This is an optimization exercise on Yosys and OpenROAD, whose aim is small area, a short achievable clock period and few clock cycles per item, not a production implementation.
The RTL was checked by simulation tests, not by an equivalence proof against the original design.
Power and IR drop assume default switching activity.

// clkrate_engine
module clkrate_engine (
    input  wire        clk,
    input  wire        rst,
    input  wire        start,
    input  wire [31:0] tag,
    input  wire [1:0]  core,
    output wire        ready,
    output reg         done,
    output wire [63:0] rate,
    output reg  [1:0]  err,
    input  wire [63:0] osc_hz,
    input  wire [63:0] intosc_hz,
    input  wire [63:0] fpga_hz,
    input  wire [31:0] m_pllglob,
    input  wire [31:0] m_pllm,
    input  wire [31:0] m_pllc1,
    input  wire [31:0] m_pllc2,
    input  wire [31:0] m_pllc3,
    input  wire [31:0] p_pllglob,
    input  wire [31:0] p_pllm,
    input  wire [31:0] p_pllc1,
    input  wire [31:0] p_pllc2,
    input  wire [31:0] p_pllc3,
    input  wire [31:0] m_nocclk,
    input  wire [31:0] m_nocdiv,
    input  wire [31:0] ctrl,
    input  wire [31:0] core01ctr,
    input  wire [31:0] core23ctr,
    input  wire [31:0] core2ctr,
    input  wire [31:0] core3ctr,
    input  wire [31:0] p_emacctl,
    input  wire [31:0] emacactr,
    input  wire [31:0] emacbctr,
    input  wire [31:0] emacptpctr
);
export LEC_CHECK = 0
export ABC_AREA = 1
export CAP_MARGIN = 20
export CORE_AREA = 5 5 335 335
export DIE_AREA = 0 0 340 340
export SETUP_SLACK_MARGIN = 5
export SLEW_MARGIN = 20
create_clock -name core_clock -period 10.0 [get_ports {clk}]
standard.sh (not shown) runs the stock make flow with config.mk's settings and CLKGATE_MAP_FILE= SYNTH_SCRIPT=/design/flow/synth_recipe.tcl, a recipe that flattens the netlist after the stock synthesis.
==> flow/flow/run.sh <==
#!/bin/bash
# Layout flow: the standard ORFS flow (standard.sh, unchanged synthesis and
# steps), with plain sky130_fd_sc_hd__buf_1 cells as the input/output port
# buffers and timing repair aimed at a 3.6 ns cycle (setup margin 6.4 ns on the
# 10 ns clock). The make output goes to flow_make.log; each ORFS step keeps its
# own log under orfs/logs/.
set -euo pipefail
export BUFFER_PORTS_ARGS="-buffer_cell sky130_fd_sc_hd__buf_1"
bash standard.sh SETUP_SLACK_MARGIN=6.4 "${@:-finish}" > flow_make.log 2>&1
Testbench counts at the start, summed over its fixed seeds: cycles 51,133, items 2,400.
Next try:
--- a/flow/design.v
+++ b/flow/design.v
@@ -32,17 +32,17 @@
     input  wire [31:0] emacactr,
     input  wire [31:0] emacbctr,
     input  wire [31:0] emacptpctr
 );
     localparam integer R1 = 4;                   
     parameter integer R2 = 2;                    
     localparam integer N1  = 64 / R1;
     localparam integer N2  = 64 / R2;
-    localparam integer K2S = 44;                 
+    localparam integer K2S = ((42 + R2 - 1) / R2) * R2;   
     localparam [1:0] ERR_OK          = 2'd0;
     localparam [1:0] ERR_UNSUPPORTED = 2'd1;
     localparam [1:0] ERR_DIVZERO     = 2'd2;
     localparam [2:0] S_IDLE = 3'd0;
     localparam [2:0] S_L1   = 3'd1;
     localparam [2:0] S_L2   = 3'd2;
     localparam [2:0] S_P1   = 3'd3;
     localparam [2:0] S_P2   = 3'd4;
@@ -51,17 +51,16 @@
     reg         sup_q;       
     reg  [3:0]  t;           
     reg  [1:0]  core_q;
     reg         pll_q;       
     reg         peri_q;      
     reg  [1:0]  osel_q;      
     reg         skip;        
     reg  [1:0]  lz;          
-    reg  [R2-1:0] nb;        
     reg         lzon;        
     reg  [73:0] z;
     reg  [3:0]  aq;          
     reg  [5:0]  aq3;         
     reg  [9:0]  mq;          
     reg  [11:0] mq3;         
     reg  [2:0]  hi0;         
     reg  [3:0]  ra;          
@@ -200,17 +199,18 @@
     endfunction
     reg [R2-1:0] q1n, q2n;
     reg [10:0]   r1_n, r2_n;
     reg [11:0]   s1, s2;
     integer j;
     always @(*) begin
         r1_n = r1; r2_n = r2;
         for (j = 0; j < R2; j = j + 1) begin
-            s1 = dstep(r1_n, nb[R2-1-j], c1);
+            s1 = dstep(r1_n, rtop ? z[73-j] : !skip ? z[63-j] :
+                             lz == 2'd0 ? z[K2S-1-j] : lz == 2'd1 ? z[K2S-5-j] : z[K2S-9-j], c1);
             s2 = dstep(r2_n, q1p[R2-1-j], c2);
             r1_n = s1[10:0]; r2_n = s2[10:0];
             q1n[R2-1-j] = s1[11];
             q2n[R2-1-j] = s2[11];
         end
     end
     wire early1 = !sup_q;                        
     wire early2 = zsrc_q || fault_q;             
@@ -289,42 +289,32 @@
         r2  <= cont2 ? r2_n : 11'd0;
         q1p <= cont2 ? q1n : {R2{1'b0}};
         case (state)
             S_L1: z <= 74'd0;                
             S_L2: begin
                 z <= (fastp ? {10'd0, f} : f_hi0 ? {f[31:0], 42'd0} : {f, 10'd0}) & {74{~early2}};
                 lz   <= 2'd0;
                 lzon <= 1'b1;
-                nb   <= f_hi0 ? f[31:30] : f[63:62];
                 if (fastp)      cnt <= {3'd0, sh_q} - 6'd1;
                 else if (pll_q) cnt <= f_hi0 ? N1/2 : N1;
                 else            cnt <= f_hi0 ? N2/2 : N2;
             end
             S_SH: begin
                 z   <= {1'b0, z[73:1]};
                 cnt <= cnt - 6'd1;
             end
             S_P1: begin
-                z   <= {z_p1[73:66], z_p1[65:64] & {2{~last}}, z_p1[63:0]};
-                nb  <= 2'b00;
-                cnt <= last ? (skip ? K2S / R2 - {4'd0, lz, 1'b0} : N2 + 1) : cnt - 6'd1;
+                z   <= z_p1;
+                cnt <= last ? (skip ? K2S / R2 - {4'd0, lz, 1'b0} : N2) : cnt - 6'd1;
                 if (lzon && !last && qd == 4'd0 && lz != 2'd2) lz <= lz + 2'd1;
                 else if (!last) lzon <= 1'b0;
             end
             default: begin
-                z   <= {z[73-R2:K2S-R2] & {(74-K2S){~skip}},
-                        z[K2S-R2-1:K2S-R2-4] & {4{~(skip && lz != 2'd0)}},
-                        z[K2S-R2-5:K2S-R2-8] & {4{~(skip && lz == 2'd2)}},
-                        z[K2S-R2-9:0], q2n};
-                cnt <= again ? (f_hi0 ? K2S / R2 - {4'd0, lz, 1'b0} : N2 + 1) : cnt - 6'd1;
-                if (again)     nb <= 2'b00;
-                else if (rtop) nb <= z[71:70];
-                else if (!skip) nb <= z[63:62];
-                else case (lz)
-                    2'd0:    nb <= z[K2S-3:K2S-4];
-                    2'd1:    nb <= z[K2S-7:K2S-8];
-                    default: nb <= z[K2S-11:K2S-12];
-                endcase
+                z   <= {z[73-R2:K2S] & {(74-R2-K2S){~skip}},
+                        z[K2S-1:K2S-4] & {4{~(skip && lz != 2'd0)}},
+                        z[K2S-5:K2S-8] & {4{~(skip && lz == 2'd2)}},
+                        z[K2S-9:0], q2n};
+                cnt <= again ? (f_hi0 ? K2S / R2 - {4'd0, lz, 1'b0} : N2) : cnt - 6'd1;
             end
         endcase
     end
 endmodule
Outcome: Routed wire length goes down by 5.3%; combinational power goes up by 4.7%; non-clock buffer count goes up by 10; utilization goes up by 0.15 points; clock power goes up by about 2%; final area goes up by 0.69%; setup slack gets worse by 0.36 ns; fmax goes down by 9.3%; total power goes up by 2.5%.
Testbench counts after the change, summed over its fixed seeds: cycles 49,905, items 2,400.

afterwards: timing with drivers on the ports:
The flow's constraints put no driver on any port. The routed layouts listed below were extracted and timed again, unchanged, in two steps. Step 1 (the two cells are an assumption about what drives the block):
set clk [get_ports {clk}]
set_driving_cell -lib_cell sky130_fd_sc_hd__clkbuf_16 $clk
set_driving_cell -lib_cell sky130_fd_sc_hd__buf_2 [delete_from_list [all_inputs] $clk]
Step 2 moves the port delays by t, midway between the first and last clock arrival at a register: inputs arrive t later, outputs are due t later. That takes back most of the time a late clock gives input paths. Three values: no drivers, after step 1, after step 2; two values: the first two.
| run | t (ns) | setup slack, ns | worst setup path at the end | slew at the worst register clock pin (ns) | worst slew at a driven data input, ns |
|---|---|---|---|---|---|
| the first run | 0.575 | 6.531 / 6.472 / 6.118 | input to register | 0.09 / 0.09 | 0.33 |
| the second run | 0.572 | 6.175 / 6.175 / 6.054 | input to register | 0.10 / 0.10 | 0.20 |
After both steps setup and hold are still met in every run listed. For the first run, which loses most, drivers alone change the setup slack by -0.059 ns; drivers and shift together by -0.413 ns.
